Context: an optimization exercise on an open-source flow, tuned for small area, a short achievable clock period and few clock cycles. The choices shown serve that exercise and are no tape-out recipe. At most, simulation tests tie the RTL to the original design; equivalence was not proved. For runs 4 and 5, only the layout was checked, not whether the RTL still works. Power figures rest on the tool's default switching activity, not on a simulated workload.

==> design/flow/design.v <==
module plenc (
    input  wire        clk,
    input  wire        rst,
    input  wire        in_valid,
    output wire        in_ready,
    input  wire [64:0] in_data,
    output wire        out_valid,
    input  wire        out_ready,
    output wire [8:0]  out_data
);
    reg [31:0] prev_lat;
    reg [31:0] prev_lng;
    reg [31:0] va;
    reg [31:0] vb;
    reg        st_lat;      
    reg        st_lng;      
    reg        tail_v;
    reg [4:0]  tail;        
    reg [1:0]  eos_n;       
    reg        ov;
    reg        oeos;
    reg [7:0]  obyte;
    reg        ir;
    wire        in_op  = in_data[64];
    wire [31:0] in_lat = in_data[63:32];
    wire [31:0] in_lng = in_data[31:0];
    wire [31:0] d_lat = in_lat - prev_lat;
    wire [31:0] d_lng = in_lng - prev_lng;
    wire [4:0] ch_a   = va[4:0] ^ {5{va[31]}};
    wire       cont_a = |(va[31:5] ^ {27{va[31]}});
    wire [4:0] ch_b   = vb[4:0] ^ {5{vb[31]}};
    wire       cont_b = |(vb[31:5] ^ {27{vb[31]}});
    wire       cont_b2 = |(vb[31:10] ^ {22{vb[31]}});    
    function [7:0] enc_byte(input cont, input [4:0] ch);
        enc_byte = 8'd63 + {2'b00, cont, ch};
    endfunction
    wire ofree = !ov || out_ready;
    wire take  = in_valid && ir;
    wire ld_tail = ofree && tail_v;
    wire ld_eos  = ofree && !tail_v && (eos_n != 2'd0);
    wire ld_a    = ofree && !tail_v && (eos_n == 2'd0) && st_lat;
    wire ld_b    = ofree && !tail_v && (eos_n == 2'd0) && !st_lat && st_lng;
    reg        st_lat_n, st_lng_n, tail_v_n, b_last_n;
    reg [1:0]  eos_n_n;
    always @(*) begin
        st_lat_n = st_lat;
        st_lng_n = st_lng;
        tail_v_n = tail_v && !ld_tail;
        b_last_n = !cont_b;
        eos_n_n  = eos_n - {1'b0, ld_eos};
        if (ld_a && !cont_a) begin
            st_lat_n = 1'b0;
            st_lng_n = 1'b1;
        end
        if (ld_b) begin
            if (!cont_b) st_lng_n = 1'b0;
            b_last_n = !cont_b2;
        end
        if (take) begin
            if (in_op) begin
                eos_n_n  = eos_n_n + 2'd1;
                st_lng_n = 1'b0;
                if (st_lng && !ld_b) tail_v_n = 1'b1;
            end else begin
                st_lat_n = 1'b1;
                st_lng_n = 1'b0;
                if (st_lng && !ld_b) tail_v_n = 1'b1;
            end
        end
    end
    assign in_ready  = ir;
    assign out_valid = ov;
    assign out_data  = {oeos, obyte};
    always @(posedge clk) begin
        if (rst) begin
            prev_lat <= 32'd0;
            prev_lng <= 32'd0;
            st_lat   <= 1'b0;
            st_lng   <= 1'b0;
            tail_v   <= 1'b0;
            eos_n    <= 2'd0;
            ov       <= 1'b0;
            ir       <= 1'b1;
        end else begin
            st_lat <= st_lat_n;
            st_lng <= st_lng_n;
            tail_v <= tail_v_n;
            eos_n  <= eos_n_n;
            ir     <= (eos_n_n != 2'd2) && !st_lat_n && (!st_lng_n || b_last_n);
            if (ofree) ov <= 1'b0;
            if (ld_tail) begin
                ov    <= 1'b1;
                oeos  <= 1'b0;
                obyte <= enc_byte(1'b0, tail);
            end
            if (ld_eos) begin
                ov    <= 1'b1;
                oeos  <= 1'b1;
                obyte <= 8'd0;
            end
            if (ld_a) begin
                ov    <= 1'b1;
                oeos  <= 1'b0;
                obyte <= enc_byte(cont_a, ch_a);
                va    <= {{5{va[31]}}, va[31:5]};
            end
            if (ld_b) begin
                ov    <= 1'b1;
                oeos  <= 1'b0;
                obyte <= enc_byte(cont_b, ch_b);
                vb    <= {{5{vb[31]}}, vb[31:5]};
            end
            if (take) begin
                if (st_lng && !ld_b) tail <= ch_b;
                if (in_op) begin
                    prev_lat <= 32'd0;
                    prev_lng <= 32'd0;
                end else begin
                    va       <= {d_lat[30:0], 1'b0};
                    vb       <= {d_lng[30:0], 1'b0};
                    prev_lat <= in_lat;
                    prev_lng <= in_lng;
                end
            end
        end
    end
endmodule
module pldec (
    input  wire        clk,
    input  wire        rst,
    input  wire        in_valid,
    output wire        in_ready,
    input  wire [8:0]  in_data,
    output wire        out_valid,
    input  wire        out_ready,
    output wire [65:0] out_data
);
    localparam [1:0] K_POINT = 2'd0, K_END = 2'd1, K_ERR = 2'd2;
    localparam [1:0] ES_IDLE = 2'd0, ES_CLR = 2'd1, ES_LOAD = 2'd2, ES_WAIT = 2'd3;
    reg [31:0] dreg;
    reg        s;
    reg [2:0]  k;
    reg        phase;       
    reg [31:0] cursor;
    reg        pend;        
    reg        pend_lng;    
    reg        end2;        
    reg [1:0]  endc;        
    reg [1:0]  es;          
    reg [31:0] A;
    reg [31:0] B;
    reg        ov;
    reg [1:0]  kind;
    reg        ir;
    wire        in_eos = in_data[8];
    wire [5:0]  t      = in_data[5:0] + 6'd1;    
    wire [4:0]  c      = t[4:0];
    wire        cont   = t[5];
    wire [4:0]  cs     = c ^ {5{s}};
    wire take   = in_valid && ir;
    wire take_b = take && !in_eos;
    wire take_e = take && in_eos;
    wire ofree  = !ov || out_ready;
    wire do_end = ofree && (endc != 2'd0);
    wire ev_go  = ofree && (endc == 2'd0) && pend;
    wire err_clr  = (es == ES_CLR) && ofree && (endc == 2'd0) && !pend;
    wire err_ld   = (es == ES_LOAD);
    wire err_done = (es == ES_WAIT) && out_ready;
    wire [31:0] sum = A + dreg;
    wire new_ev  = (take_b && !cont) || (take_e && phase);
    wire pend_n  = new_ev || (pend && !ev_go);
    wire end2_n  = (take_e && phase) || (end2 && !ev_go);
    wire [1:0] endc_n = endc - {1'b0, do_end}
                        + {1'b0, (take_e && !phase && k == 3'd0) || (ev_go && end2)};
    wire ov_n    = (ov && !ofree) || do_end || (ev_go && pend_lng) || err_ld
                   || (es == ES_WAIT && !out_ready);
    reg [1:0] es_n;
    always @(*) begin
        es_n = es;
        if (take_e && !phase && k != 3'd0) es_n = ES_CLR;
        if (err_clr)  es_n = ES_LOAD;
        if (err_ld)   es_n = ES_WAIT;
        if (err_done) es_n = ES_IDLE;
    end
    assign in_ready  = ir;
    assign out_valid = ov;
    assign out_data  = {kind, A, B};
    always @(posedge clk) begin
        if (rst) begin
            k      <= 3'd0;
            phase  <= 1'b0;
            cursor <= 32'd0;
            pend   <= 1'b0;
            end2   <= 1'b0;
            endc   <= 2'd0;
            es     <= ES_IDLE;
            A      <= 32'd0;
            B      <= 32'd0;
            ov     <= 1'b0;
            ir     <= 1'b1;
        end else begin
            pend <= pend_n;
            end2 <= end2_n;
            endc <= endc_n;
            es   <= es_n;
            ov   <= ov_n;
            ir   <= (es_n == ES_IDLE) && !end2_n && (endc_n != 2'd2)
                    && !(pend_n && (ov_n || endc_n != 2'd0));
            if (ev_go || err_ld) begin
                A <= B;
                B <= sum;
            end
            if (err_ld) begin
                A    <= 32'd1;
                kind <= K_ERR;
            end
            if (ev_go && pend_lng) kind <= K_POINT;
            if (do_end || err_clr || err_done) begin
                A <= 32'd0;
                B <= 32'd0;
            end
            if (do_end) kind <= K_END;
            if (take_b) begin
                cursor <= cursor + 32'd1;
                if (k == 3'd0) begin
                    s    <= c[0];
                    dreg <= {{28{c[0]}}, c[4:1] ^ {4{c[0]}}};
                end
                if (k == 3'd1) dreg[8:4]   <= cs;
                if (k == 3'd2) dreg[13:9]  <= cs;
                if (k == 3'd3) dreg[18:14] <= cs;
                if (k == 3'd4) dreg[23:19] <= cs;
                if (k == 3'd5) dreg[28:24] <= cs;
                if (k == 3'd6) dreg[31:29] <= {cs[1], cs[1], cs[0]};
                if (cont) begin
                    if (k != 3'd7) k <= k + 3'd1;
                end else begin
                    k        <= 3'd0;
                    phase    <= !phase;
                    pend_lng <= phase;
                end
            end
            if (take_e) begin
                k      <= 3'd0;
                phase  <= 1'b0;
                cursor <= 32'd0;
                if (phase) begin
                    pend_lng <= 1'b1;
                    if (k == 3'd0) dreg <= 32'd0;
                end else if (k != 3'd0) begin
                    dreg <= cursor;
                end
            end
        end
    end
endmodule
module polyline_codec (
    input  wire        clk,
    input  wire        rst,
    input  wire        enc_in_valid,
    output wire        enc_in_ready,
    input  wire [64:0] enc_in_data,
    output wire        enc_out_valid,
    input  wire        enc_out_ready,
    output wire [8:0]  enc_out_data,
    input  wire        dec_in_valid,
    output wire        dec_in_ready,
    input  wire [8:0]  dec_in_data,
    output wire        dec_out_valid,
    input  wire        dec_out_ready,
    output wire [65:0] dec_out_data
);
    plenc u_enc (
        .clk(clk), .rst(rst),
        .in_valid(enc_in_valid), .in_ready(enc_in_ready), .in_data(enc_in_data),
        .out_valid(enc_out_valid), .out_ready(enc_out_ready), .out_data(enc_out_data)
    );
    pldec u_dec (
        .clk(clk), .rst(rst),
        .in_valid(dec_in_valid), .in_ready(dec_in_ready), .in_data(dec_in_data),
        .out_valid(dec_out_valid), .out_ready(dec_out_ready), .out_data(dec_out_data)
    );
endmodule
==> design/flow/run.sh <==
#!/bin/bash
# synth_recipe.tcl (not shown) runs the flow's synth.tcl, then flattens the netlist and writes it again
# the make line also repeats each setting of config.mk as NAME=value (left out here)
make -C /OpenROAD-flow-scripts/flow DESIGN_CONFIG=/design/flow/config.mk WORK_HOME=/design/flow/orfs CLKGATE_MAP_FILE= SYNTH_SCRIPT=/design/flow/synth_recipe.tcl finish
==> design/flow/config.mk <==
export PLATFORM = sky130hd
export DESIGN_NAME = polyline_codec
export DESIGN_NICKNAME = polyline_codec
export VERILOG_FILES = /design/flow/design.v
export SDC_FILE = /design/flow/constraint.sdc
export NUM_CORES = 4
export LEC_CHECK = 0
export CAP_MARGIN = 20
export CORE_MARGIN = 2
export CORE_UTILIZATION = 40
export PLACE_DENSITY = 0.6
export SETUP_SLACK_MARGIN = 1.5
export SLEW_MARGIN = 20
==> design/flow/constraint.sdc <==
create_clock -name core_clock -period 5.0 [get_ports {clk}]
set_input_delay 1.0000 -clock core_clock [delete_from_list [all_inputs] [get_ports {clk}]]
set_output_delay 1.0000 -clock core_clock [all_outputs]
set_load 0.01 [all_outputs]
==> impl_results.html, run 1 <==
<table>
<tr><th>Metric</th><th>Value</th></tr>
<tr><th colspan="2">CTS</th></tr>
<tr><td>Root buffer cell</td><td>sky130_fd_sc_hd__clkbuf_16</td></tr>
<tr><td>TritonCTS clock tree</td><td>yes</td></tr>
<tr><td>TritonCTS Buffers</td><td>36</td></tr>
<tr><td>Maximum count of clock buffers along a single path</td><td>3</td></tr>
<tr><td>Number of clock sinks</td><td>290</td></tr>
<tr><td>Clock insertion delay at the later pin of the skew report</td><td>0.55 ns</td></tr>
<tr><td>Clock-pin slew reported for the worst setup and hold paths after clock tree synthesis</td><td>0.06 ns</td></tr>
<tr><td>CTS HTree Levels</td><td>2</td></tr>
<tr><th colspan="2">Timing</th></tr>
<tr><td>Period utilisation layout</td><td>67.9%</td></tr>
<tr><td>Max-slew violation count</td><td>0</td></tr>
<tr><td>Tightest Pin Transition</td><td>0.847 ns</td></tr>
<tr><td>Worst slew slack as a fraction of its limit</td><td>43.5%</td></tr>
<tr><td>Total negative slack for setup checks</td><td>0 ns</td></tr>
<tr><td>Least setup slack across all paths after layout</td><td>1.61 ns</td></tr>
<tr><td>Fmax</td><td>295 MHz</td></tr>
<tr><td>Final Setup Violations</td><td>0</td></tr>
<tr><td>Crit path time final</td><td>3.39 ns</td></tr>
<tr><td>RSZ-0062 raised after global routing</td><td>false</td></tr>
<tr><td>Worst clock skew</td><td>0.0236 ns</td></tr>
<tr><td>Number of endpoints with negative hold slack in the final report</td><td>0</td></tr>
<tr><th colspan="2">Setup path</th></tr>
<tr><td>Data arrival time of the worst path</td><td>3.66 ns</td></tr>
<tr><td>Kind of launch point of the worst setup path</td><td>input pin</td></tr>
<tr><td>WP data required</td><td>5.27 ns</td></tr>
<tr><td>Type of destination of the critical path</td><td>register</td></tr>
<tr><td>Setup CP Type</td><td>in2reg</td></tr>
<tr><td>Critical-path maximum fanout</td><td>5</td></tr>
<tr><td>Worst Setup SP</td><td>enc_in_data[40]</td></tr>
<tr><td>Beginning of the worst register-to-register path</td><td>u_dec.dreg[0]</td></tr>
<tr><th colspan="2">Global route</th></tr>
<tr><td>Wire length of the first global-routing pass</td><td>73.0 mm</td></tr>
<tr><td>Residual overflow from global routing</td><td>0</td></tr>
<tr><td>Maximum number of pins on one net before global-route repair</td><td>98</td></tr>
<tr><td>Tot GR Track Use</td><td>19.9%</td></tr>
<tr><td>Initial antenna violation count</td><td>1</td></tr>
<tr><td>Via count of the first global-routing pass</td><td>14200</td></tr>
<tr><th colspan="2">Die</th></tr>
<tr><td>Top-Level Pins</td><td>159</td></tr>
<tr><td>Area of the die</td><td>45100 sq um</td></tr>
<tr><td>Effective utilization at floorplan</td><td>40.4%</td></tr>
<tr><td>Chip height</td><td>212 um</td></tr>
<tr><td>Area of the placeable core</td><td>43000 sq um</td></tr>
<tr><td>Number of cell rows</td><td>76</td></tr>
<tr><td>Die extent in x</td><td>212 um</td></tr>
<tr><th colspan="2">Drt</th></tr>
<tr><td>Top Layer Used</td><td>met4</td></tr>
<tr><td>Met3 Wirelength</td><td>2.26 mm</td></tr>
<tr><td>Wire length after detailed routing</td><td>44.9 mm</td></tr>
<tr><td>Number of routed nets with antenna violations</td><td>0</td></tr>
<tr><td>Via total after detailed routing</td><td>14800</td></tr>
<tr><td>Post-detailed-route via-to-cell ratio</td><td>5.41</td></tr>
<tr><td>DR WL/cell</td><td>16.4 um</td></tr>
<tr><td>Pre-antenna DRT Iters</td><td>5</td></tr>
<tr><td>Met2 routed wirelength</td><td>21.2 mm</td></tr>
<tr><td>DRT met1 WL</td><td>20.5 mm</td></tr>
<tr><td>DRC violation count after routing</td><td>0</td></tr>
<tr><td>Initial drt markers</td><td>1041</td></tr>
<tr><th colspan="2">Hold path</th></tr>
<tr><td>Worst hold-check path type</td><td>reg2reg</td></tr>
<tr><td>Origin of the worst min-delay path</td><td>u_dec.B[27]</td></tr>
<tr><th colspan="2">Place</th></tr>
<tr><td>DP HPWL</td><td>32.0 mm</td></tr>
<tr><td>Worst Setup Slack post-DPL</td><td>0.485 ns</td></tr>
<tr><td>Buffers on Ports</td><td>153</td></tr>
<tr><td>Cell Count Post-Placement</td><td>2662</td></tr>
<tr><td>Final Wtd Congestion</td><td>0.924</td></tr>
<tr><th colspan="2">Synthesis</th></tr>
<tr><td>Most area-consuming cells after synthesis</td><td>sky130_fd_sc_hd__dfxtp_1 (20%), sky130_fd_sc_hd__edfxtp_1 (20%), sky130_fd_sc_hd__ha_1 (7.6%), sky130_fd_sc_hd__nand2_1 (5.6%), sky130_fd_sc_hd__a21oi_1 (5.2%)</td></tr>
<tr><td>Proportion of synthesized chip area in sequential cells</td><td>39.9%</td></tr>
<tr><td>Mux cell area share after synthesis</td><td>3.02%</td></tr>
<tr><td>Area of the mapped netlist</td><td>17400 sq um</td></tr>
<tr><td>Number of nets produced by synthesis</td><td>2173</td></tr>
<tr><td>Mean instance size in the synthesized netlist</td><td>8.76 sq um</td></tr>
<tr><td>Most numerous cell in the Yosys netlist</td><td>sky130_fd_sc_hd__nand2_1</td></tr>
<tr><td>Share of flip-flops with an asynchronous set or reset after synthesis</td><td>0%</td></tr>
<tr><td>Yosys top cell by area</td><td>sky130_fd_sc_hd__dfxtp_1</td></tr>
<tr><td>Synthesized instance count</td><td>1985</td></tr>
<tr><td>Area fraction in compound gates after synthesis</td><td>21.9%</td></tr>
<tr><td>Post-synth EDFFs</td><td>113</td></tr>
<tr><td>Portion of synthesized cell area occupied by the leading cell type</td><td>20.4%</td></tr>
<tr><td>Simple-gate portion of the synthesized area</td><td>16.2%</td></tr>
<tr><td>Adder-Cell Fraction of Synth Area</td><td>7.90%</td></tr>
<tr><td>Parity-gate share of the synthesized area counting xor and xnor cells</td><td>6.90%</td></tr>
<tr><td>Main combinational cell family by area after synthesis</td><td>compound AO/OA/AOI/OAI gates</td></tr>
<tr><td>Yosys cell types</td><td>72</td></tr>
<tr><td>Warnings from Yosys</td><td>2</td></tr>
<tr><td>Most frequently used flop master after synthesis</td><td>sky130_fd_sc_hd__dfxtp_1</td></tr>
<tr><td>Register bit total from synthesis</td><td>290</td></tr>
<tr><td>Top cells by count, synth</td><td>sky130_fd_sc_hd__nand2_1 (261), sky130_fd_sc_hd__a21oi_1 (182), sky130_fd_sc_hd__dfxtp_1 (177)</td></tr>
<tr><th colspan="2">Finish</th></tr>
<tr><td>Antenna diode count</td><td>0</td></tr>
<tr><td>Area Overhead vs Synth</td><td>21.7%</td></tr>
<tr><td>Filler Cells Inserted</td><td>4065</td></tr>
<tr><td>Multi-input gate area</td><td>10100 sq um</td></tr>
<tr><td>NumNets Final</td><td>2319</td></tr>
<tr><td>Number of standard cells in the layout, taps in and fillers out</td><td>2744</td></tr>
<tr><td>Register Area</td><td>6940 sq um</td></tr>
<tr><td>Share of final-layout standard cells stronger than drive strength 1</td><td>7.78%</td></tr>
<tr><th colspan="2">Flow run</th></tr>
<tr><td>Maximum capacitance violations</td><td>0</td></tr>
<tr><th colspan="2">Pwr</th></tr>
<tr><td>Ratio of total power to cell area</td><td>358 nW/um^2</td></tr>
<tr><td>Overall power after layout</td><td>0.00757 W</td></tr>
<tr><td>Leakage component of the power</td><td>8.03 nW</td></tr>
<tr><td>Worst VDD drop</td><td>0.000257 V</td></tr>
<tr><th colspan="2">Run status</th></tr>
<tr><td>Result of the run</td><td>finished clean</td></tr>
</table>
==> routing by layer <==
layer / track usage [%] / vias to the layer above
met1: 25.5 / 7009
met2: 33.9 / 304
met4: 5.93 / 0
li1: - / 7460
met3: 3.66 / 69
met5: 0 / -
==> layout make-up <==
type,count,share of cell area (%)
Tap cell,585,3.46
Sequential cell,290,32.8
Multi-Input combinational cell,1505,47.7
Clock inverter,19,0.604
Clock buffer,47,4.80
Inverter,105,1.88
Timing Repair Buffer,193,8.75
==> state kept, by name (all words and copies together), names as in the netlist, 2 cells and up <==
signal,flops
u_enc.obyte,7
u_dec.k,3
u_enc.vb,32
u_dec.cursor,32
u_dec.dreg,32
u_dec.es,2
u_enc.prev_lng,31
u_dec.endc,2
u_dec.B,32
u_enc.va,32
u_enc.eos_n,2
u_enc.tail,5
u_enc.prev_lat,31
u_dec.A,32
u_dec.kind,2
==> cells in the final DEF (no fill, tap or decap), drive strengths merged, types with 65 or more instances in the layout <==
cell,n
edfxtp,113
dfxtp,177
xnor2,65
nor2,133
xor2,72
ha,105
nand2,261
inv,103
a22o,73
o21ai,141
a21oi,184
clkdlybuf4s50,143
==> worst paths after layout <==
path	end	slack (ns)	cells after the start
max	u_enc.va[30]	1.61	14
min	u_dec.B[27]	0.47	2
max reg2reg	u_dec.B[28]	1.63	12
min reg2reg	u_dec.B[27]	0.47	2
==> stage by stage <==
step / hold slack, ns / area [sq um] / util (%)
CTS: 0.472 / 20800 / 48.5
global route: 0.481 / 21100 / 49.2
finish: 0.469 / 21100 / 49.2
floorplan: 0.442 / 17400 / -
global placement: 0.455 / 19600 / 45.5
detailed placement: 0.454 / 19600 / 45.5
==> critical path, stage by stage <==
cell and delay, ns:
sky130_fd_sc_hd__clkdlybuf4s50_1 0.53, sky130_fd_sc_hd__ha_4 0.24, sky130_fd_sc_hd__a21o_1 0.17, sky130_fd_sc_hd__a211o_1 0.31, sky130_fd_sc_hd__o22a_1 0.18, sky130_fd_sc_hd__o31ai_2 0.06, sky130_fd_sc_hd__buf_4 0.17, sky130_fd_sc_hd__and4_4 0.25
sky130_fd_sc_hd__o21ai_4 0.08, sky130_fd_sc_hd__o31ai_4 0.23, sky130_fd_sc_hd__buf_4 0.17, sky130_fd_sc_hd__o41ai_4 0.06, sky130_fd_sc_hd__xnor2_1 0.14, sky130_fd_sc_hd__a21oi_1 0.07
==> timing repair <==
| item | CTS | global route |
|---|---|---|
| gates resized for setup | 17 | 43 |
| hold buffers | 0 | 0 |
| setup endpoints to repair | 25 | 45 |
| pin swaps | 15 | 27 |
| buffers inserted | 7 | 9 |
==> logic make-up after synthesis <==
group | after synthesis
multiplexers | 52
adder cells (fa/ha/maj) | 108
flip-flops | 290
AND/OR/NAND/NOR | 617
XOR/XNOR | 137
other | 1
buffers and inverters | 190
AO/OA/AOI/OAI | 590
==> where the power goes <==
part	switching [W]	internal, W
clock	0.00104	0.00148
combinational	0.00114	0.000872
sequential	0.000231	0.00280
total	0.00242	0.00515
Testbench counts, summed over its fixed seeds: cycles 33,038.
==> run 2, diff against run 1 <==
--- a/design/flow/config.mk
+++ b/design/flow/config.mk
@@ -10,4 +10,4 @@
 export CORE_UTILIZATION = 40
 export PLACE_DENSITY = 0.6
-export SETUP_SLACK_MARGIN = 1.5
+export SETUP_SLACK_MARGIN = 2.5
 export SLEW_MARGIN = 20
==> run 2 against run 1 <==
  * Via count rose by 3.7%
  * Design area rose by 9.2%
  * Wire length rose by 7.1%
  * Sequential cell count did not move
  * Worst setup slack improved by 0.34 ns
  * Still clean
  * Largest power group unchanged
  * Critical path depth fell by 2
  * Critical endpoint is now u_dec.B[28]
  * Highest routed layer unchanged
==> impl_results.html, run 2 <==
<table>
<tr><th>Metric</th><th>Value</th></tr>
<tr><th colspan="2">Run status</th></tr>
<tr><td>Result of the run</td><td>finished clean</td></tr>
<tr><th colspan="2">CTS</th></tr>
<tr><td>CTS HTree Levels</td><td>2</td></tr>
<tr><td>Clock-pin slew reported for the worst setup and hold paths after clock tree synthesis</td><td>0.06 ns</td></tr>
<tr><td>Number of clock sinks</td><td>290</td></tr>
<tr><td>Clock insertion delay at the later pin of the skew report</td><td>0.56 ns</td></tr>
<tr><td>Number of buffers added to fix hold violations after cts</td><td>0</td></tr>
<tr><td>Root buffer cell</td><td>sky130_fd_sc_hd__clkbuf_16</td></tr>
<tr><td>TritonCTS clock tree</td><td>yes</td></tr>
<tr><td>TritonCTS Buffers</td><td>37</td></tr>
<tr><td>Maximum count of clock buffers along a single path</td><td>3</td></tr>
<tr><th colspan="2">Setup path</th></tr>
<tr><td>WP data required</td><td>5.45 ns</td></tr>
<tr><td>Worst R2R Path Depth</td><td>12</td></tr>
<tr><td>Beginning of the worst register-to-register path</td><td>u_dec.dreg[0]</td></tr>
<tr><td>Kind of launch point of the worst setup path</td><td>register</td></tr>
<tr><td>Type of destination of the critical path</td><td>register</td></tr>
<tr><td>Destination of the worst register-to-register timing path</td><td>u_dec.B[28]</td></tr>
<tr><td>Data arrival time of the worst path</td><td>3.50 ns</td></tr>
<tr><td>Setup CP Type</td><td>reg2reg</td></tr>
<tr><td>Reg-to-reg slack, setup</td><td>1.94 ns</td></tr>
<tr><td>End point of the critical path</td><td>u_dec.B[28]</td></tr>
<tr><td>Worst Setup SP</td><td>u_dec.dreg[0]</td></tr>
<tr><td>Critical-path maximum fanout</td><td>2</td></tr>
<tr><th colspan="2">Drt</th></tr>
<tr><td>Pre-antenna DRT Iters</td><td>5</td></tr>
<tr><td>DR WL/cell</td><td>16.9 um</td></tr>
<tr><td>Post-detailed-route via-to-cell ratio</td><td>5.41</td></tr>
<tr><td>Wire length after detailed routing</td><td>48.1 mm</td></tr>
<tr><td>Initial drt markers</td><td>1021</td></tr>
<tr><td>DRC violation count after routing</td><td>0</td></tr>
<tr><td>Number of routed nets with antenna violations</td><td>0</td></tr>
<tr><td>Via total after detailed routing</td><td>15400</td></tr>
<tr><th colspan="2">Global route</th></tr>
<tr><td>Residual overflow from global routing</td><td>0</td></tr>
<tr><td>Initial antenna violation count</td><td>0</td></tr>
<tr><td>Wire length of the first global-routing pass</td><td>76.0 mm</td></tr>
<tr><td>Tot GR Track Use</td><td>20.8%</td></tr>
<tr><td>Maximum number of pins on one net before global-route repair</td><td>53</td></tr>
<tr><td>Via count of the first global-routing pass</td><td>14700</td></tr>
<tr><th colspan="2">Pwr</th></tr>
<tr><td>Worst VDD drop</td><td>0.000244 V</td></tr>
<tr><td>Fraction of power consumed by combinational cells</td><td>29.5%</td></tr>
<tr><td>Flop pwr share</td><td>37.8%</td></tr>
<tr><td>Net switching share of the total power</td><td>32.2%</td></tr>
<tr><td>Ratio of total power to cell area</td><td>347 nW/um^2</td></tr>
<tr><td>Clock network fraction of design power</td><td>32.7%</td></tr>
<tr><td>Internal power consumption</td><td>0.00543 W</td></tr>
<tr><td>Net switching power</td><td>0.00258 W</td></tr>
<tr><td>Overall power after layout</td><td>0.00801 W</td></tr>
<tr><td>Leakage component of the power</td><td>9.22 nW</td></tr>
<tr><th colspan="2">Timing</th></tr>
<tr><td>Max-slew violation count</td><td>0</td></tr>
<tr><td>Period utilisation layout</td><td>61.1%</td></tr>
<tr><td>Crit path time final</td><td>3.06 ns</td></tr>
<tr><td>RSZ-0062 raised after global routing</td><td>true</td></tr>
<tr><td>Final Setup Violations</td><td>0</td></tr>
<tr><td>Tightest Pin Transition</td><td>0.747 ns</td></tr>
<tr><td>Total negative slack for setup checks</td><td>0 ns</td></tr>
<tr><td>Fmax</td><td>327 MHz</td></tr>
<tr><td>Worst clock skew</td><td>0.0234 ns</td></tr>
<tr><td>Worst slew slack as a fraction of its limit</td><td>49.8%</td></tr>
<tr><td>Number of endpoints with negative hold slack in the final report</td><td>0</td></tr>
<tr><th colspan="2">Synthesis</th></tr>
<tr><td>Share of flip-flops with an asynchronous set or reset after synthesis</td><td>0%</td></tr>
<tr><td>Top cells by count, synth</td><td>sky130_fd_sc_hd__nand2_1 (261), sky130_fd_sc_hd__a21oi_1 (182), sky130_fd_sc_hd__dfxtp_1 (177)</td></tr>
<tr><td>Number of nets produced by synthesis</td><td>2173</td></tr>
<tr><td>Yosys top cell by area</td><td>sky130_fd_sc_hd__dfxtp_1</td></tr>
<tr><td>Most area-consuming cells after synthesis</td><td>sky130_fd_sc_hd__dfxtp_1 (20%), sky130_fd_sc_hd__edfxtp_1 (20%), sky130_fd_sc_hd__ha_1 (7.6%), sky130_fd_sc_hd__nand2_1 (5.6%), sky130_fd_sc_hd__a21oi_1 (5.2%)</td></tr>
<tr><td>Most numerous cell in the Yosys netlist</td><td>sky130_fd_sc_hd__nand2_1</td></tr>
<tr><td>Synthesized instance count</td><td>1985</td></tr>
<tr><td>Proportion of synthesized chip area in sequential cells</td><td>39.9%</td></tr>
<tr><td>Mean instance size in the synthesized netlist</td><td>8.76 sq um</td></tr>
<tr><td>Area of the mapped netlist</td><td>17400 sq um</td></tr>
<tr><td>Yosys cell types</td><td>72</td></tr>
<tr><td>Post-synth EDFFs</td><td>113</td></tr>
<tr><td>Portion of synthesized cell area occupied by the leading cell type</td><td>20.4%</td></tr>
<tr><td>Warnings from Yosys</td><td>2</td></tr>
<tr><td>Register bit total from synthesis</td><td>290</td></tr>
<tr><td>Most frequently used flop master after synthesis</td><td>sky130_fd_sc_hd__dfxtp_1</td></tr>
<tr><th colspan="2">Finish</th></tr>
<tr><td>Area Overhead vs Synth</td><td>32.9%</td></tr>
<tr><td>Commonest cells after routing, fill and taps aside</td><td>sky130_fd_sc_hd__nand2_1 (253), sky130_fd_sc_hd__dfxtp_1 (173), sky130_fd_sc_hd__a21oi_1 (153)</td></tr>
<tr><td>Share of final-layout standard cells stronger than drive strength 1</td><td>18.8%</td></tr>
<tr><td>NumNets Final</td><td>2418</td></tr>
<tr><td>Number of standard cells in the layout, taps in and fillers out</td><td>2844</td></tr>
<tr><td>Antenna diode count</td><td>0</td></tr>
<tr><td>Post-Route Utilization</td><td>53.7%</td></tr>
<tr><td>Leading cell type in the layout, fill and taps excluded</td><td>sky130_fd_sc_hd__nand2_1</td></tr>
<tr><th colspan="2">Flow run</th></tr>
<tr><td>Maximum capacitance violations</td><td>0</td></tr>
<tr><th colspan="2">Die</th></tr>
<tr><td>Top-Level Pins</td><td>159</td></tr>
<tr><td>Area of the die</td><td>45100 sq um</td></tr>
<tr><td>Chip height</td><td>212 um</td></tr>
<tr><td>Die extent in x</td><td>212 um</td></tr>
<tr><td>Effective utilization at floorplan</td><td>40.4%</td></tr>
<tr><td>Number of cell rows</td><td>76</td></tr>
<tr><td>Area of the placeable core</td><td>43000 sq um</td></tr>
<tr><th colspan="2">Hold path</th></tr>
<tr><td>Worst hold-check path type</td><td>reg2reg</td></tr>
<tr><th colspan="2">Place</th></tr>
<tr><td>Buffers on Ports</td><td>153</td></tr>
<tr><td>DP HPWL</td><td>32.8 mm</td></tr>
<tr><td>Final Wtd Congestion</td><td>0.925</td></tr>
<tr><td>Cell Count Post-Placement</td><td>2663</td></tr>
</table>
## run 2: cell counts after synthesis
Identical to the previous run, type by type.
## run 2: metal layers
layer  vias to the layer above  GRT usage (%)  share of wire [%]
met5                         -              0                  0
met4                         0           7.16                2.5
met3                        78           3.35                4.3
met2                       333           36.7                 50
met1                      7323           25.7                 43
li1                       7657              -                  -
## run 2: worst min path at each step
stage                  startpoint                 end  depth (start not counted)
2_1_floorplan  u_enc.prev_lat[10]  u_enc.prev_lat[10]                          1
3_3_place_gp    u_enc.prev_lng[2]   u_enc.prev_lng[2]                          1
3_5_place_dp   u_enc.prev_lat[29]  u_enc.prev_lat[29]                          1
4_1_cts               u_dec.B[22]         u_dec.A[22]                          2
5_1_grt        u_enc.prev_lng[21]  u_enc.prev_lng[21]                          1
6_report       u_enc.prev_lat[24]  u_enc.prev_lat[24]                          1
## run 2: cell type report
type	count	area, sq um
Multi-Input combinational cell	1507	11200
Clock buffer	53	1080
Tap cell	585	732
Clock inverter	15	103
Sequential cell	290	6940
Timing Repair Buffer	289	2660
Fill cell	3962	19900
Inverter	105	418
## run 2: power groups by stage
stage | sequential, W | clock, W | combinational (W)
2_1_floorplan | 0.00301 | 0 | 0.00140
3_3_place_gp | 0.00306 | 0 | 0.00196
3_5_place_dp | 0.00307 | 0 | 0.00199
4_1_cts | 0.00302 | 0.00268 | 0.00222
5_1_grt | 0.00306 | 0.00278 | 0.00261
6_report | 0.00303 | 0.00262 | 0.00237
## run 2: what timing repair did
item,4_1_cts,5_1_grt
resized for setup,304,127
cloned,3,0
hold endpoints to repair,0,0
pin swaps,124,104
setup buffers,63,47
setup endpoints to repair,358,184
## run 2: logic make-up (layout without fill, tap and decap cells)
logic type,count (synthesis),count (layout),share of synthesized area [%]
and+or+nand+nor,617,619,16.2
adders and majority gates,108,108,7.90
AOI/OAI and AO/OA,590,590,21.9
xor gates and xnor gates,137,137,6.90
DFF,290,290,39.9
muxes,52,52,3.02
buffers and inverters,190,462,4.15
other,1,1,0.0216
## run 2: critical path: stages (launching register included)
cell                       delay (ns)
sky130_fd_sc_hd__edfxtp_1        0.44
sky130_fd_sc_hd__ha_4            0.20
sky130_fd_sc_hd__fa_2            0.34
sky130_fd_sc_hd__a21o_1          0.19
sky130_fd_sc_hd__a21oi_4         0.15
sky130_fd_sc_hd__o21ai_2         0.09
sky130_fd_sc_hd__a41oi_2         0.21
sky130_fd_sc_hd__o211ai_1        0.16
sky130_fd_sc_hd__a31o_2          0.31
sky130_fd_sc_hd__a221o_1         0.35
sky130_fd_sc_hd__a31oi_1         0.18
sky130_fd_sc_hd__xor2_1          0.25
sky130_fd_sc_hd__o21ai_1         0.08
## run 2: through the flow
| stage | area (sq um) | setup slack, ns | hold WS, ns |
|---|---|---|---|
| after CTS | 22200 | 1.90 | 0.471 |
| after global placement | 19900 | 0.597 | 0.456 |
| final | 23100 | 1.94 | 0.468 |
| after floorplan | 17800 | 1.60 | 0.442 |
| after global routing | 23100 | 1.84 | 0.484 |
| after detailed placement | 19900 | 0.585 | 0.454 |
==> run 3, diff against run 2 <==
--- a/design/flow/config.mk
+++ b/design/flow/config.mk
@@ -10,4 +10,3 @@
 export CORE_UTILIZATION = 40
 export PLACE_DENSITY = 0.6
-export SETUP_SLACK_MARGIN = 2.5
 export SLEW_MARGIN = 20
==> run 3 against run 2 <==
  * Worst setup slack worse by 1.0 ns
  * First-iteration DRC count shrank 15%
  * Wire length down 6.2%
  * Synthesized area unchanged
  * Hold slack barely moved
==> impl_results.html, run 3 <==
<table>
<tr><th>Metric</th><th>Value</th></tr>
<tr><th colspan="2">Run status</th></tr>
<tr><td>Result of the run</td><td>finished clean</td></tr>
<tr><th colspan="2">Timing</th></tr>
<tr><td>Number of endpoints with negative hold slack in the final report</td><td>0</td></tr>
<tr><td>Fmax</td><td>244 MHz</td></tr>
<tr><td>Worst slew slack as a fraction of its limit</td><td>37.4%</td></tr>
<tr><td>Least setup slack across all paths after layout</td><td>0.896 ns</td></tr>
<tr><td>Final Setup Violations</td><td>0</td></tr>
<tr><td>RSZ-0062 raised after global routing</td><td>false</td></tr>
<tr><td>Max-slew violation count</td><td>0</td></tr>
<tr><td>Worst clock skew</td><td>0.0272 ns</td></tr>
<tr><td>Total negative slack for setup checks</td><td>0 ns</td></tr>
<tr><td>Tightest Pin Transition</td><td>0.937 ns</td></tr>
<tr><td>Period utilisation layout</td><td>82.1%</td></tr>
<tr><td>Crit path time final</td><td>4.10 ns</td></tr>
<tr><td>Worst hold-check slack</td><td>0.468 ns</td></tr>
<tr><th colspan="2">Setup path</th></tr>
<tr><td>Data arrival time of the worst path</td><td>4.40 ns</td></tr>
<tr><td>Reg-to-reg slack, setup</td><td>1.51 ns</td></tr>
<tr><td>Delay of the slowest cell on the worst path</td><td>0.52 ns</td></tr>
<tr><td>Critical-path maximum fanout</td><td>4</td></tr>
<tr><td>Beginning of the worst register-to-register path</td><td>u_dec.dreg[0]</td></tr>
<tr><td>Cells along the critical path</td><td>clkdlybuf4s50_1 -&gt; inv_1 -&gt; ha_1 -&gt; fa_1 -&gt; nand2b_1 -&gt; a21o_1 -&gt; a211oi_1 -&gt; o211ai_1 -&gt; o21ai_1 -&gt; nor2_1 -&gt; o31ai_1 -&gt; a21o_1 -&gt; a21oi_1 -&gt; xnor2_1</td></tr>
<tr><td>Kind of launch point of the worst setup path</td><td>input pin</td></tr>
<tr><td>Setup CP Type</td><td>in2reg</td></tr>
<tr><td>Worst path most repeated cell</td><td>sky130_fd_sc_hd__a21o_1</td></tr>
<tr><td>Destination of the worst register-to-register timing path</td><td>u_dec.B[28]</td></tr>
<tr><td>WP data required</td><td>5.30 ns</td></tr>
<tr><td>Worst R2R Path Depth</td><td>12</td></tr>
<tr><td>Type of destination of the critical path</td><td>register</td></tr>
<tr><td>Worst-path cell with the longest stage delay</td><td>sky130_fd_sc_hd__clkdlybuf4s50_1</td></tr>
<tr><th colspan="2">Place</th></tr>
<tr><td>Buffers on Ports</td><td>153</td></tr>
<tr><td>Cell Count Post-Placement</td><td>2665</td></tr>
<tr><td>DP HPWL</td><td>32.8 mm</td></tr>
<tr><td>Worst Setup Slack post-DPL</td><td>0.363 ns</td></tr>
<tr><td>Final Wtd Congestion</td><td>0.932</td></tr>
<tr><th colspan="2">Die</th></tr>
<tr><td>Chip height</td><td>212 um</td></tr>
<tr><td>Area of the placeable core</td><td>43000 sq um</td></tr>
<tr><td>Effective utilization at floorplan</td><td>40.4%</td></tr>
<tr><td>Top-Level Pins</td><td>159</td></tr>
<tr><td>Number of cell rows</td><td>76</td></tr>
<tr><td>Area of the die</td><td>45100 sq um</td></tr>
<tr><td>Die extent in x</td><td>212 um</td></tr>
<tr><th colspan="2">Drt</th></tr>
<tr><td>Initial drt markers</td><td>869</td></tr>
<tr><td>Via total after detailed routing</td><td>14800</td></tr>
<tr><td>DR WL/cell</td><td>16.5 um</td></tr>
<tr><td>Number of routed nets with antenna violations</td><td>0</td></tr>
<tr><td>DRC violation count after routing</td><td>0</td></tr>
<tr><td>Post-detailed-route via-to-cell ratio</td><td>5.43</td></tr>
<tr><td>Pre-antenna DRT Iters</td><td>6</td></tr>
<tr><td>Wire length after detailed routing</td><td>45.1 mm</td></tr>
<tr><th colspan="2">Synthesis</th></tr>
<tr><td>Yosys cell types</td><td>72</td></tr>
<tr><td>Register bit total from synthesis</td><td>290</td></tr>
<tr><td>Share of flip-flops with an asynchronous set or reset after synthesis</td><td>0%</td></tr>
<tr><td>Portion of synthesized cell area occupied by the leading cell type</td><td>20.4%</td></tr>
<tr><td>Top cells by count, synth</td><td>sky130_fd_sc_hd__nand2_1 (261), sky130_fd_sc_hd__a21oi_1 (182), sky130_fd_sc_hd__dfxtp_1 (177)</td></tr>
<tr><td>Post-synth EDFFs</td><td>113</td></tr>
<tr><td>Most frequently used flop master after synthesis</td><td>sky130_fd_sc_hd__dfxtp_1</td></tr>
<tr><td>Number of nets produced by synthesis</td><td>2173</td></tr>
<tr><td>Area of the mapped netlist</td><td>17400 sq um</td></tr>
<tr><td>Synthesized instance count</td><td>1985</td></tr>
<tr><td>Warnings from Yosys</td><td>2</td></tr>
<tr><td>Most numerous cell in the Yosys netlist</td><td>sky130_fd_sc_hd__nand2_1</td></tr>
<tr><td>Most area-consuming cells after synthesis</td><td>sky130_fd_sc_hd__dfxtp_1 (20%), sky130_fd_sc_hd__edfxtp_1 (20%), sky130_fd_sc_hd__ha_1 (7.6%), sky130_fd_sc_hd__nand2_1 (5.6%), sky130_fd_sc_hd__a21oi_1 (5.2%)</td></tr>
<tr><td>Yosys top cell by area</td><td>sky130_fd_sc_hd__dfxtp_1</td></tr>
<tr><td>Proportion of synthesized chip area in sequential cells</td><td>39.9%</td></tr>
<tr><td>Mean instance size in the synthesized netlist</td><td>8.76 sq um</td></tr>
<tr><th colspan="2">Finish</th></tr>
<tr><td>Share of final-layout standard cells stronger than drive strength 1</td><td>5.64%</td></tr>
<tr><td>Number of standard cells in the layout, taps in and fillers out</td><td>2732</td></tr>
<tr><td>Area Overhead vs Synth</td><td>19.6%</td></tr>
<tr><td>NumNets Final</td><td>2306</td></tr>
<tr><td>Leading cell type in the layout, fill and taps excluded</td><td>sky130_fd_sc_hd__nand2_1</td></tr>
<tr><td>Post-Route Utilization</td><td>48.4%</td></tr>
<tr><td>Commonest cells after routing, fill and taps aside</td><td>sky130_fd_sc_hd__nand2_1 (258), sky130_fd_sc_hd__a21oi_1 (181), sky130_fd_sc_hd__dfxtp_1 (177)</td></tr>
<tr><th colspan="2">Flow run</th></tr>
<tr><td>Maximum capacitance violations</td><td>0</td></tr>
<tr><th colspan="2">CTS</th></tr>
<tr><td>TritonCTS Buffers</td><td>36</td></tr>
<tr><td>Maximum count of clock buffers along a single path</td><td>3</td></tr>
<tr><td>Number of clock sinks</td><td>290</td></tr>
<tr><td>TritonCTS clock tree</td><td>yes</td></tr>
<tr><td>Resized cells post-CTS</td><td>0</td></tr>
<tr><td>CTS HTree Levels</td><td>2</td></tr>
<tr><td>Root buffer cell</td><td>sky130_fd_sc_hd__clkbuf_16</td></tr>
<tr><td>Number of buffers added to fix hold violations after cts</td><td>0</td></tr>
<tr><td>Clock insertion delay at the later pin of the skew report</td><td>0.56 ns</td></tr>
<tr><td>Clock-pin slew reported for the worst setup and hold paths after clock tree synthesis</td><td>0.06 ns</td></tr>
<tr><td>Buffers inserted by post-CTS timing repair</td><td>0</td></tr>
<tr><th colspan="2">Global route</th></tr>
<tr><td>Residual overflow from global routing</td><td>0</td></tr>
<tr><td>Wire length of the first global-routing pass</td><td>73.1 mm</td></tr>
<tr><td>Tot GR Track Use</td><td>20.0%</td></tr>
<tr><td>Initial antenna violation count</td><td>1</td></tr>
<tr><td>Via count of the first global-routing pass</td><td>14200</td></tr>
<tr><td>Maximum number of pins on one net before global-route repair</td><td>64</td></tr>
<tr><th colspan="2">Hold path</th></tr>
<tr><td>Endpoint of the worst hold path</td><td>u_dec.B[10]</td></tr>
<tr><td>Origin of the worst min-delay path</td><td>u_dec.B[10]</td></tr>
<tr><td>Number of cells on the worst hold path</td><td>2</td></tr>
<tr><td>Worst hold-check path type</td><td>reg2reg</td></tr>
<tr><th colspan="2">Pwr</th></tr>
<tr><td>Worst VDD drop</td><td>0.000232 V</td></tr>
<tr><td>Leakage component of the power</td><td>7.92 nW</td></tr>
<tr><td>Ratio of total power to cell area</td><td>366 nW/um^2</td></tr>
</table>
[run 3: cell families after synthesis]
logic type | Yosys count | synth area share [%]
AOI/OAI and AO/OA | 590 | 21.9
muxes | 52 | 3.02
buffers and inverters | 190 | 4.15
adders and majority gates | 108 | 7.90
and+or+nand+nor | 617 | 16.2
other | 1 | 0.0216
xor gates and xnor gates | 137 | 6.90
DFF | 290 | 39.9
[run 3: area by class of cell]
| cell class | instances | area, sq um |
|---|---|---|
| Inverter | 105 | 397 |
| Antenna cell | 1 | 2.50 |
| Timing Repair Buffer | 180 | 1750 |
| Fill cell | 4163 | 22200 |
| Sequential cell | 290 | 6940 |
| Tap cell | 585 | 732 |
| Clock inverter | 18 | 163 |
| Clock buffer | 48 | 1050 |
| Multi-Input combinational cell | 1505 | 9770 |
[run 3: worst max-delay path: cells and delay by family]
kind | cells | cell delay [ns]
AO/OA/AOI/OAI | 7 | 1.75
adder cells (fa/ha/maj) | 2 | 0.65
AND/OR/NAND/NOR | 2 | 0.29
XOR/XNOR | 1 | 0.13
buffers and inverters | 2 | 0.58
[run 3: worst max-delay path by stage]
| stage | startpoint | endpoint | cells past startpoint |
|---|---|---|---|
| floorplan | rst | u_dec.cursor[22] | 5 |
| CTS | enc_in_data[0] | u_enc.vb[31] | 14 |
| detailed placement | enc_in_data[0] | u_enc.vb[31] | 14 |
| finish | enc_in_data[0] | u_enc.vb[31] | 14 |
| global route | enc_in_data[0] | u_enc.vb[31] | 14 |
| global placement | enc_in_data[0] | u_enc.vb[31] | 14 |
[run 3: routing by layer]
| metal | wire length [um] | global-route usage (%) | up-vias |
|---|---|---|---|
| li1 | - | - | 7431 |
| met1 | 20200 | 25.2 | 6969 |
| met2 | 21100 | 33.9 | 350 |
| met3 | 2640 | 4.40 | 78 |
| met4 | 1170 | 6.37 | 0 |
| met5 | 0 | 0 | - |
[run 3: stage by stage]
stage	instance area, sq um	total power, W
4_1_cts	20800	0.00771
5_1_grt	20800	0.00804
3_5_place_dp	19600	0.00500
6_report	20800	0.00761
2_1_floorplan	17400	0.00435
3_3_place_gp	19600	0.00497
[run 3: report_power, final]
| group | switching, W | internal [W] |
|---|---|---|
| registers | 0.000230 | 0.00280 |
| logic | 0.00111 | 0.000827 |
| clock network | 0.00106 | 0.00159 |
==> run 4, diff against run 3 <==
--- a/design/flow/design.v
+++ b/design/flow/design.v
@@ -9,4 +9,23 @@
     output wire [8:0]  out_data
 );
+    function [31:0] fast_add(input [31:0] a, input [31:0] b, input cin);
+        reg [31:0] p, g, pp, gg;
+        integer l, i, j;
+        begin
+            p  = a ^ b;
+            g  = a & b;
+            gg = g;
+            pp = p;
+            gg[0] = g[0] | (p[0] & cin);
+            for (l = 0; l < 5; l = l + 1)
+                for (i = 0; i < 32; i = i + 1)
+                    if ((i >> l) & 1) begin
+                        j = ((i >> (l + 1)) << (l + 1)) + (1 << l) - 1;
+                        gg[i] = gg[i] | (pp[i] & gg[j]);
+                        pp[i] = pp[i] & pp[j];
+                    end
+            fast_add = p ^ {gg[30:0], cin};
+        end
+    endfunction
     reg [31:0] prev_lat;
     reg [31:0] prev_lng;
@@ -25,6 +44,6 @@
     wire [31:0] in_lat = in_data[63:32];
     wire [31:0] in_lng = in_data[31:0];
-    wire [31:0] d_lat = in_lat - prev_lat;
-    wire [31:0] d_lng = in_lng - prev_lng;
+    wire [31:0] d_lat = fast_add(in_lat, ~prev_lat, 1'b1);
+    wire [31:0] d_lng = fast_add(in_lng, ~prev_lng, 1'b1);
     wire [4:0] ch_a   = va[4:0] ^ {5{va[31]}};
     wire       cont_a = |(va[31:5] ^ {27{va[31]}});
@@ -136,4 +155,23 @@
     output wire [65:0] out_data
 );
+    function [31:0] fast_add(input [31:0] a, input [31:0] b, input cin);
+        reg [31:0] p, g, pp, gg;
+        integer l, i, j;
+        begin
+            p  = a ^ b;
+            g  = a & b;
+            gg = g;
+            pp = p;
+            gg[0] = g[0] | (p[0] & cin);
+            for (l = 0; l < 5; l = l + 1)
+                for (i = 0; i < 32; i = i + 1)
+                    if ((i >> l) & 1) begin
+                        j = ((i >> (l + 1)) << (l + 1)) + (1 << l) - 1;
+                        gg[i] = gg[i] | (pp[i] & gg[j]);
+                        pp[i] = pp[i] & pp[j];
+                    end
+            fast_add = p ^ {gg[30:0], cin};
+        end
+    endfunction
     localparam [1:0] K_POINT = 2'd0, K_END = 2'd1, K_ERR = 2'd2;
     localparam [1:0] ES_IDLE = 2'd0, ES_CLR = 2'd1, ES_LOAD = 2'd2, ES_WAIT = 2'd3;
@@ -167,5 +205,5 @@
     wire err_ld   = (es == ES_LOAD);
     wire err_done = (es == ES_WAIT) && out_ready;
-    wire [31:0] sum = A + dreg;
+    wire [31:0] sum = fast_add(A, dreg, 1'b0);
     wire new_ev  = (take_b && !cont) || (take_e && phase);
     wire pend_n  = new_ev || (pend && !ev_go);
@@ -222,5 +260,5 @@
             if (do_end) kind <= K_END;
             if (take_b) begin
-                cursor <= cursor + 32'd1;
+                cursor <= fast_add(cursor, 32'd0, 1'b1);
                 if (k == 3'd0) begin
                     s    <= c[0];
--- a/design/flow/config.mk
+++ b/design/flow/config.mk
@@ -10,3 +10,4 @@
 export CORE_UTILIZATION = 40
 export PLACE_DENSITY = 0.6
+export SETUP_SLACK_MARGIN = 2.5
 export SLEW_MARGIN = 20
==> run 4 against run 3 <==
  * Still clean
  * Die area is 4.0% lower
  * Fmax is 28% higher
  * Combinational power is 16% higher
  * Cell count is 2.4% lower
  * Synthesized area is 4.1% lower
  * Non-clock buffer count is 103 higher
  * Clock skew is 0.0085 ns lower
  * Count of clock-buffer cells in the layout is 1 lower
  * Clock power is 7% lower
  * Synthesized cell count is 6.2% lower
  * Design area is 8.6% higher
  * Critical path type unchanged
  * Critical endpoint is now u_enc.vb[29]
  * Largest power group unchanged
  * Highest routed layer unchanged
==> impl_results.html, run 4 <==
<table>
<tr><th>Metric</th><th>Value</th></tr>
<tr><th colspan="2">Synthesis</th></tr>
<tr><td>Portion of synthesized cell area occupied by the leading cell type</td><td>21.3%</td></tr>
<tr><td>Most numerous cell in the Yosys netlist</td><td>sky130_fd_sc_hd__nand2_1</td></tr>
<tr><td>Top cells by count, synth</td><td>sky130_fd_sc_hd__nand2_1 (289), sky130_fd_sc_hd__dfxtp_1 (177), sky130_fd_sc_hd__a21oi_1 (148)</td></tr>
<tr><td>Synthesized instance count</td><td>1861</td></tr>
<tr><td>Number of nets produced by synthesis</td><td>2062</td></tr>
<tr><td>Post-synth EDFFs</td><td>113</td></tr>
<tr><td>Mean instance size in the synthesized netlist</td><td>8.96 sq um</td></tr>
<tr><td>Most area-consuming cells after synthesis</td><td>sky130_fd_sc_hd__dfxtp_1 (21%), sky130_fd_sc_hd__edfxtp_1 (20%), sky130_fd_sc_hd__ha_1 (8.0%), sky130_fd_sc_hd__nand2_1 (6.5%), sky130_fd_sc_hd__a21oi_1 (4.4%)</td></tr>
<tr><td>Area of the mapped netlist</td><td>16700 sq um</td></tr>
<tr><td>Most frequently used flop master after synthesis</td><td>sky130_fd_sc_hd__dfxtp_1</td></tr>
<tr><td>Yosys cell types</td><td>66</td></tr>
<tr><td>Register bit total from synthesis</td><td>290</td></tr>
<tr><td>Yosys top cell by area</td><td>sky130_fd_sc_hd__dfxtp_1</td></tr>
<tr><td>Proportion of synthesized chip area in sequential cells</td><td>41.6%</td></tr>
<tr><td>Share of flip-flops with an asynchronous set or reset after synthesis</td><td>0%</td></tr>
<tr><td>Warnings from Yosys</td><td>2</td></tr>
<tr><th colspan="2">Global route</th></tr>
<tr><td>Tot GR Track Use</td><td>21.2%</td></tr>
<tr><td>Initial antenna violation count</td><td>0</td></tr>
<tr><td>Via count of the first global-routing pass</td><td>14400</td></tr>
<tr><td>Residual overflow from global routing</td><td>0</td></tr>
<tr><td>Maximum number of pins on one net before global-route repair</td><td>65</td></tr>
<tr><td>Wire length of the first global-routing pass</td><td>75.1 mm</td></tr>
<tr><th colspan="2">CTS</th></tr>
<tr><td>Maximum count of clock buffers along a single path</td><td>3</td></tr>
<tr><td>TritonCTS Buffers</td><td>35</td></tr>
<tr><td>CTS HTree Levels</td><td>2</td></tr>
<tr><td>Number of clock sinks</td><td>290</td></tr>
<tr><td>Clock insertion delay at the later pin of the skew report</td><td>0.55 ns</td></tr>
<tr><td>Clock-pin slew reported for the worst setup and hold paths after clock tree synthesis</td><td>0.06 ns</td></tr>
<tr><td>TritonCTS clock tree</td><td>yes</td></tr>
<tr><td>Root buffer cell</td><td>sky130_fd_sc_hd__clkbuf_16</td></tr>
<tr><th colspan="2">Finish</th></tr>
<tr><td>Commonest cells after routing, fill and taps aside</td><td>sky130_fd_sc_hd__nand2_1 (269), sky130_fd_sc_hd__dfxtp_1 (167), sky130_fd_sc_hd__edfxtp_1 (113)</td></tr>
<tr><td>Antenna diode count</td><td>0</td></tr>
<tr><td>Area of all placed cells without fillers</td><td>22600 sq um</td></tr>
<tr><td>Area Overhead vs Synth</td><td>35.4%</td></tr>
<tr><td>Filler Cells Inserted</td><td>3621</td></tr>
<tr><td>NumNets Final</td><td>2309</td></tr>
<tr><td>Leading cell type in the layout, fill and taps excluded</td><td>sky130_fd_sc_hd__nand2_1</td></tr>
<tr><td>Share of final-layout standard cells stronger than drive strength 1</td><td>22.1%</td></tr>
<tr><th colspan="2">Setup path</th></tr>
<tr><td>Worst Setup SP</td><td>enc_in_data[17]</td></tr>
<tr><td>Type of destination of the critical path</td><td>register</td></tr>
<tr><td>Worst-path cell with the longest stage delay</td><td>sky130_fd_sc_hd__or4b_4</td></tr>
<tr><td>Reg-to-reg slack, setup</td><td>1.92 ns</td></tr>
<tr><td>Data arrival time of the worst path</td><td>3.51 ns</td></tr>
<tr><td>Worst path most repeated cell</td><td>sky130_fd_sc_hd__a21o_1</td></tr>
<tr><td>Destination of the worst register-to-register timing path</td><td>u_enc.vb[29]</td></tr>
<tr><td>Critical-path maximum fanout</td><td>3</td></tr>
<tr><td>Cells along the critical path</td><td>buf_8 -&gt; ha_4 -&gt; a21o_1 -&gt; a21o_1 -&gt; a21o_1 -&gt; a221o_1 -&gt; or4b_4 -&gt; a31oi_4 -&gt; nor2b_1 -&gt; or3_1 -&gt; a31o_1</td></tr>
<tr><td>Setup CP Type</td><td>in2reg</td></tr>
<tr><td>Instance count on the critical path</td><td>11</td></tr>
<tr><td>Delay of the slowest cell on the worst path</td><td>0.59 ns</td></tr>
<tr><td>Beginning of the worst register-to-register path</td><td>u_enc.prev_lng[17]</td></tr>
<tr><td>Worst path bufs/invs</td><td>1</td></tr>
<tr><td>Worst R2R Path Depth</td><td>11</td></tr>
<tr><td>Family of cells with the greatest summed delay on the critical path</td><td>compound AO/OA/AOI/OAI gates</td></tr>
<tr><td>Kind of launch point of the worst setup path</td><td>input pin</td></tr>
<tr><td>End point of the critical path</td><td>u_enc.vb[29]</td></tr>
<tr><td>WP data required</td><td>5.30 ns</td></tr>
<tr><th colspan="2">Die</th></tr>
<tr><td>Number of cell rows</td><td>74</td></tr>
<tr><td>Die extent in x</td><td>208 um</td></tr>
<tr><td>Area of the die</td><td>43300 sq um</td></tr>
<tr><td>Effective utilization at floorplan</td><td>40.7%</td></tr>
<tr><td>Chip height</td><td>208 um</td></tr>
<tr><td>Top-Level Pins</td><td>159</td></tr>
<tr><td>Area of the placeable core</td><td>41000 sq um</td></tr>
<tr><th colspan="2">Drt</th></tr>
<tr><td>DR WL/cell</td><td>17.8 um</td></tr>
<tr><td>Number of routed nets with antenna violations</td><td>0</td></tr>
<tr><td>Pre-antenna DRT Iters</td><td>5</td></tr>
<tr><td>Via total after detailed routing</td><td>14600</td></tr>
<tr><td>Initial drt markers</td><td>960</td></tr>
<tr><td>DRC violation count after routing</td><td>0</td></tr>
<tr><td>Wire length after detailed routing</td><td>47.4 mm</td></tr>
<tr><td>Post-detailed-route via-to-cell ratio</td><td>5.49</td></tr>
<tr><th colspan="2">Place</th></tr>
<tr><td>Final Wtd Congestion</td><td>0.877</td></tr>
<tr><td>Worst Setup Slack post-DPL</td><td>0.558 ns</td></tr>
<tr><td>Buffers on Ports</td><td>153</td></tr>
<tr><td>DP HPWL</td><td>30.4 mm</td></tr>
<tr><td>Placement-stage cell area</td><td>19100 sq um</td></tr>
<tr><th colspan="2">Timing</th></tr>
<tr><td>Worst hold-check slack</td><td>0.470 ns</td></tr>
<tr><td>Tightest Pin Transition</td><td>1.12 ns</td></tr>
<tr><td>Worst slew slack as a fraction of its limit</td><td>25.3%</td></tr>
<tr><td>Max-slew violation count</td><td>0</td></tr>
<tr><td>Final Setup Violations</td><td>0</td></tr>
<tr><td>Number of endpoints with negative hold slack in the final report</td><td>0</td></tr>
<tr><td>Crit path time final</td><td>3.21 ns</td></tr>
<tr><td>Period utilisation layout</td><td>64.2%</td></tr>
<tr><td>Least setup slack across all paths after layout</td><td>1.79 ns</td></tr>
<tr><td>Total negative slack for setup checks</td><td>0 ns</td></tr>
<tr><td>RSZ-0062 raised after global routing</td><td>true</td></tr>
<tr><td>Worst clock skew</td><td>0.0187 ns</td></tr>
<tr><td>Fmax</td><td>312 MHz</td></tr>
<tr><th colspan="2">Pwr</th></tr>
<tr><td>Leakage component of the power</td><td>9.16 nW</td></tr>
<tr><td>Ratio of total power to cell area</td><td>342 nW/um^2</td></tr>
<tr><td>Worst VDD drop</td><td>0.000225 V</td></tr>
<tr><td>Net switching share of the total power</td><td>32.5%</td></tr>
<tr><td>Internal power consumption</td><td>0.00521 W</td></tr>
<tr><td>Clock network fraction of design power</td><td>32.0%</td></tr>
<tr><td>Fraction of power consumed by combinational cells</td><td>29.0%</td></tr>
<tr><td>Flop pwr share</td><td>39.0%</td></tr>
<tr><td>Net switching power</td><td>0.00251 W</td></tr>
<tr><th colspan="2">Flow run</th></tr>
<tr><td>Maximum capacitance violations</td><td>0</td></tr>
<tr><th colspan="2">Run status</th></tr>
<tr><td>Result of the run</td><td>finished clean</td></tr>
<tr><th colspan="2">Hold path</th></tr>
<tr><td>Origin of the worst min-delay path</td><td>u_dec.B[16]</td></tr>
<tr><td>Worst hold-check path type</td><td>reg2reg</td></tr>
</table>
==> run 4: cell count changes after synthesis, sizes merged, moves of 9 or more <==
cell    delta
mux2i     -24
a211oi     -9
xor2      -10
a31oi     +11
nand3     -10
a21oi     -35
o21ai     -49
fa        +12
nand2     +28
==> run 4: power groups by stage <==
| stage | combinational, W | clock [W] | sequential [W] |
|---|---|---|---|
| finish | 0.00224 | 0.00247 | 0.00301 |
| global route | 0.00246 | 0.00262 | 0.00304 |
| CTS | 0.00205 | 0.00253 | 0.00300 |
| detailed placement | 0.00179 | 0 | 0.00304 |
| global placement | 0.00176 | 0 | 0.00304 |
| floorplan | 0.00129 | 0 | 0.00299 |
==> run 4: how the worst min path moves through the flow <==
stage	to	slack [ns]	cells past startpoint
after floorplan	u_enc.prev_lat[23]	0.44	1
after global placement	u_enc.prev_lng[26]	0.46	1
after detailed placement	u_enc.prev_lat[24]	0.45	1
after CTS	u_dec.A[16]	0.47	2
after global routing	u_enc.prev_lat[19]	0.48	1
final	u_dec.A[16]	0.47	2
==> run 4: cell families (layout without fill, tap and decap cells) <==
group                    count (synthesis)  count (layout)  share of synthesized area, %
AO/OA/AOI/OAI                          497             498                          19.5
flip-flops                             290             290                          41.6
buffers and inverters                  187             451                          4.25
other                                    1               1                        0.0225
AND/OR/NAND/NOR                        612             620                          16.5
multiplexers                            32              32                          1.98
XOR/XNOR                               121             121                          6.36
adder cells (fa/ha/maj)                121             121                          9.75
==> run 4: routing by layer <==
layer  up-vias  GRT usage (%)  wire length, um  part of all wire [%]
li1       7185              -                -                     -
met1      6976           26.1            20500                    43
met2       365           37.3            23200                    49
met3       108           2.66             1910                   4.0
met4         0           8.73             1870                   3.9
met5         -              0                0                     0
==> run 4: area by class of cell <==
| class | instances | area [sq um] | area share (%) |
|---|---|---|---|
| clock buffers | 47 | 972 | 4.31 |
| clock inverters | 16 | 115 | 0.510 |
| inverters | 105 | 418 | 1.85 |
| multi-input cells | 1393 | 10700 | 47.6 |
| flip-flops and latches | 290 | 6950 | 30.8 |
| well taps | 532 | 666 | 2.95 |
| repair buffers | 283 | 2720 | 12.1 |
==> run 4: repair_timing <==
action | CTS | global route
resized for setup | 324 | 133
pin swaps | 131 | 76
hold buffers | 0 | 0
buffers inserted | 67 | 41
endpoints found under the setup margin | 372 | 210
cloned | 6 | 4
==> run 4: worst min-delay path, delay by kind of cell, from the launching register on <==
kind	cells	cell delay, ns
flip-flops	1	0.32
AO/OA/AOI/OAI	1	0.05
AND/OR/NAND/NOR	1	0.06
==> run 4: per-stage QoR <==
| stage | utilization (%) | cells | power, W |
|---|---|---|---|
| 2_1_floorplan | - | 1861 | 0.00428 |
| 3_3_place_gp | 46.6 | 2485 | 0.00479 |
| 3_5_place_dp | 46.6 | 2485 | 0.00483 |
| 4_1_cts | 52.9 | 2621 | 0.00758 |
| 5_1_grt | 55.1 | 2666 | 0.00812 |
| 6_report | 55.1 | 2666 | 0.00772 |
==> run 5, diff against run 4 <==
--- a/design/flow/config.mk
+++ b/design/flow/config.mk
@@ -10,4 +10,4 @@
 export CORE_UTILIZATION = 40
 export PLACE_DENSITY = 0.6
-export SETUP_SLACK_MARGIN = 2.5
+export SETUP_SLACK_MARGIN = 3.0
 export SLEW_MARGIN = 20
==> run 5 against run 4 <==
  * Utilization increased by 5.1 points
  * Synthesized cell count stayed put
  * Count of clock-buffer cells in the layout is 8 higher
  * Synthesized area did not move
  * Design area increased by 9.2%
  * Critical endpoint unchanged
  * Largest cell class unchanged
  * Highest routed layer unchanged
==> impl_results.html, run 5 <==
<table>
<tr><th>Metric</th><th>Value</th></tr>
<tr><th colspan="2">Hold path</th></tr>
<tr><td>Worst hold-check path type</td><td>reg2reg</td></tr>
<tr><th colspan="2">Pwr</th></tr>
<tr><td>Leakage component of the power</td><td>9.81 nW</td></tr>
<tr><td>Worst VDD drop</td><td>0.000225 V</td></tr>
<tr><td>Ratio of total power to cell area</td><td>328 nW/um^2</td></tr>
<tr><th colspan="2">Run status</th></tr>
<tr><td>Result of the run</td><td>finished clean</td></tr>
<tr><th colspan="2">Global route</th></tr>
<tr><td>Via count of the first global-routing pass</td><td>14900</td></tr>
<tr><td>Maximum number of pins on one net before global-route repair</td><td>61</td></tr>
<tr><th colspan="2">Die</th></tr>
<tr><td>Effective utilization at floorplan</td><td>40.7%</td></tr>
<tr><td>Area of the placeable core</td><td>41000 sq um</td></tr>
<tr><td>Chip height</td><td>208 um</td></tr>
<tr><th colspan="2">Setup path</th></tr>
<tr><td>WP data required</td><td>5.30 ns</td></tr>
<tr><td>Reg-to-reg slack, setup</td><td>2.08 ns</td></tr>
<tr><th colspan="2">Synthesis</th></tr>
<tr><td>Most frequently used flop master after synthesis</td><td>sky130_fd_sc_hd__dfxtp_1</td></tr>
<tr><td>Mean instance size in the synthesized netlist</td><td>8.96 sq um</td></tr>
<tr><td>Warnings from Yosys</td><td>2</td></tr>
<tr><td>Most area-consuming cells after synthesis</td><td>sky130_fd_sc_hd__dfxtp_1 (21%), sky130_fd_sc_hd__edfxtp_1 (20%), sky130_fd_sc_hd__ha_1 (8.0%), sky130_fd_sc_hd__nand2_1 (6.5%), sky130_fd_sc_hd__a21oi_1 (4.4%)</td></tr>
<tr><td>Area of the mapped netlist</td><td>16700 sq um</td></tr>
<tr><td>Number of nets produced by synthesis</td><td>2062</td></tr>
<tr><th colspan="2">Timing</th></tr>
<tr><td>Period utilisation layout</td><td>62.4%</td></tr>
<tr><td>Final Setup Violations</td><td>0</td></tr>
<tr><td>RSZ-0062 raised after global routing</td><td>true</td></tr>
<tr><td>Number of endpoints with negative hold slack in the final report</td><td>0</td></tr>
<tr><th colspan="2">CTS</th></tr>
<tr><td>Clock insertion delay at the later pin of the skew report</td><td>0.54 ns</td></tr>
<tr><td>TritonCTS Buffers</td><td>36</td></tr>
<tr><td>CTS HTree Levels</td><td>2</td></tr>
<tr><th colspan="2">Finish</th></tr>
<tr><td>Share of final-layout standard cells stronger than drive strength 1</td><td>37.3%</td></tr>
<tr><td>Commonest cells after routing, fill and taps aside</td><td>sky130_fd_sc_hd__nand2_1 (255), sky130_fd_sc_hd__buf_4 (142), sky130_fd_sc_hd__buf_6 (138)</td></tr>
<tr><td>NumNets Final</td><td>2416</td></tr>
<tr><td>Area Overhead vs Synth</td><td>47.9%</td></tr>
<tr><th colspan="2">Place</th></tr>
<tr><td>Final Wtd Congestion</td><td>0.865</td></tr>
<tr><td>Cell Count Post-Placement</td><td>2482</td></tr>
<tr><th colspan="2">Drt</th></tr>
<tr><td>Pre-antenna DRT Iters</td><td>5</td></tr>
<tr><td>Number of routed nets with antenna violations</td><td>0</td></tr>
<tr><th colspan="2">Flow run</th></tr>
<tr><td>Maximum capacitance violations</td><td>0</td></tr>
</table>
run 5: cell counts after synthesis:
No cell type changed its count.
run 5: final timing paths:
kind,end,cells past startpoint,from
min reg2reg,u_enc.prev_lat[18],1,u_enc.prev_lat[18]
max,u_enc.vb[29],11,enc_in_data[19]
min,u_enc.prev_lat[18],1,u_enc.prev_lat[18]
max reg2reg,u_enc.vb[29],11,u_enc.prev_lng[16]
run 5: layout make-up:
class,count,area (sq um)
Fill cell,3343,16400
Multi-Input combinational cell,1391,11300
Sequential cell,290,7060
Timing Repair Buffer,391,4070
Clock buffer,55,1010
Tap cell,532,666
Inverter,105,424
Clock inverter,9,116
Antenna cell,1,2.50
run 5: critical path, stage by stage:
cell	delay (ns)
sky130_fd_sc_hd__dlygate4sd2_1	0.27
sky130_fd_sc_hd__ha_4	0.27
sky130_fd_sc_hd__and4_4	0.22
sky130_fd_sc_hd__nor2b_2	0.18
sky130_fd_sc_hd__inv_2	0.07
sky130_fd_sc_hd__o22ai_2	0.09
sky130_fd_sc_hd__or4b_4	0.58
sky130_fd_sc_hd__a31oi_4	0.16
sky130_fd_sc_hd__nor2b_1	0.06
sky130_fd_sc_hd__or3_1	0.30
sky130_fd_sc_hd__a31o_1	0.21
run 5: kinds of logic after synthesis:
logic type / Yosys count / share of synthesized area [%]
AO/OA/AOI/OAI: 497 / 19.5
XOR/XNOR: 121 / 6.36
adder cells (fa/ha/maj): 121 / 9.75
buffers and inverters: 187 / 4.25
flip-flops: 290 / 41.6
multiplexers: 32 / 1.98
other: 1 / 0.0225
AND/OR/NAND/NOR: 612 / 16.5
run 5: what timing repair did:
item                       in CTS  in global routing
resized for setup             852                173
cloned                         14                  7
pin swaps                     176                117
setup endpoints to repair     434                344
setup buffers                 148                 58
run 5: where the power goes:
part           internal (W)  switching, W
sequential          0.00278      0.000246
combinational       0.00119       0.00130
clock               0.00155       0.00102
run 5: metrics by stage:
| stage | instance area [sq um] | utilization (%) | hold WS, ns | power, W | setup slack [ns] |
|---|---|---|---|---|---|
| final | 24700 | 60.1 | 0.474 | 0.00809 | 1.88 |
| after global routing | 24700 | 60.1 | 0.486 | 0.00848 | 1.81 |
| after CTS | 23400 | 57.0 | 0.471 | 0.00789 | 1.85 |
| after detailed placement | 19400 | 47.4 | 0.454 | 0.00493 | 0.568 |
| after global placement | 19400 | 47.4 | 0.456 | 0.00489 | 0.583 |
| after floorplan | 17700 | - | 0.442 | 0.00441 | 1.48 |
run 5: routing by layer:
layer  part of all wire, %  global-route usage [%]  wire [um]
met2                    49                    38.6      24800
met5                     0                       0          0
met3                   4.3                    3.35       2170
met4                   3.0                    8.21       1520
met1                    43                    27.5      21800
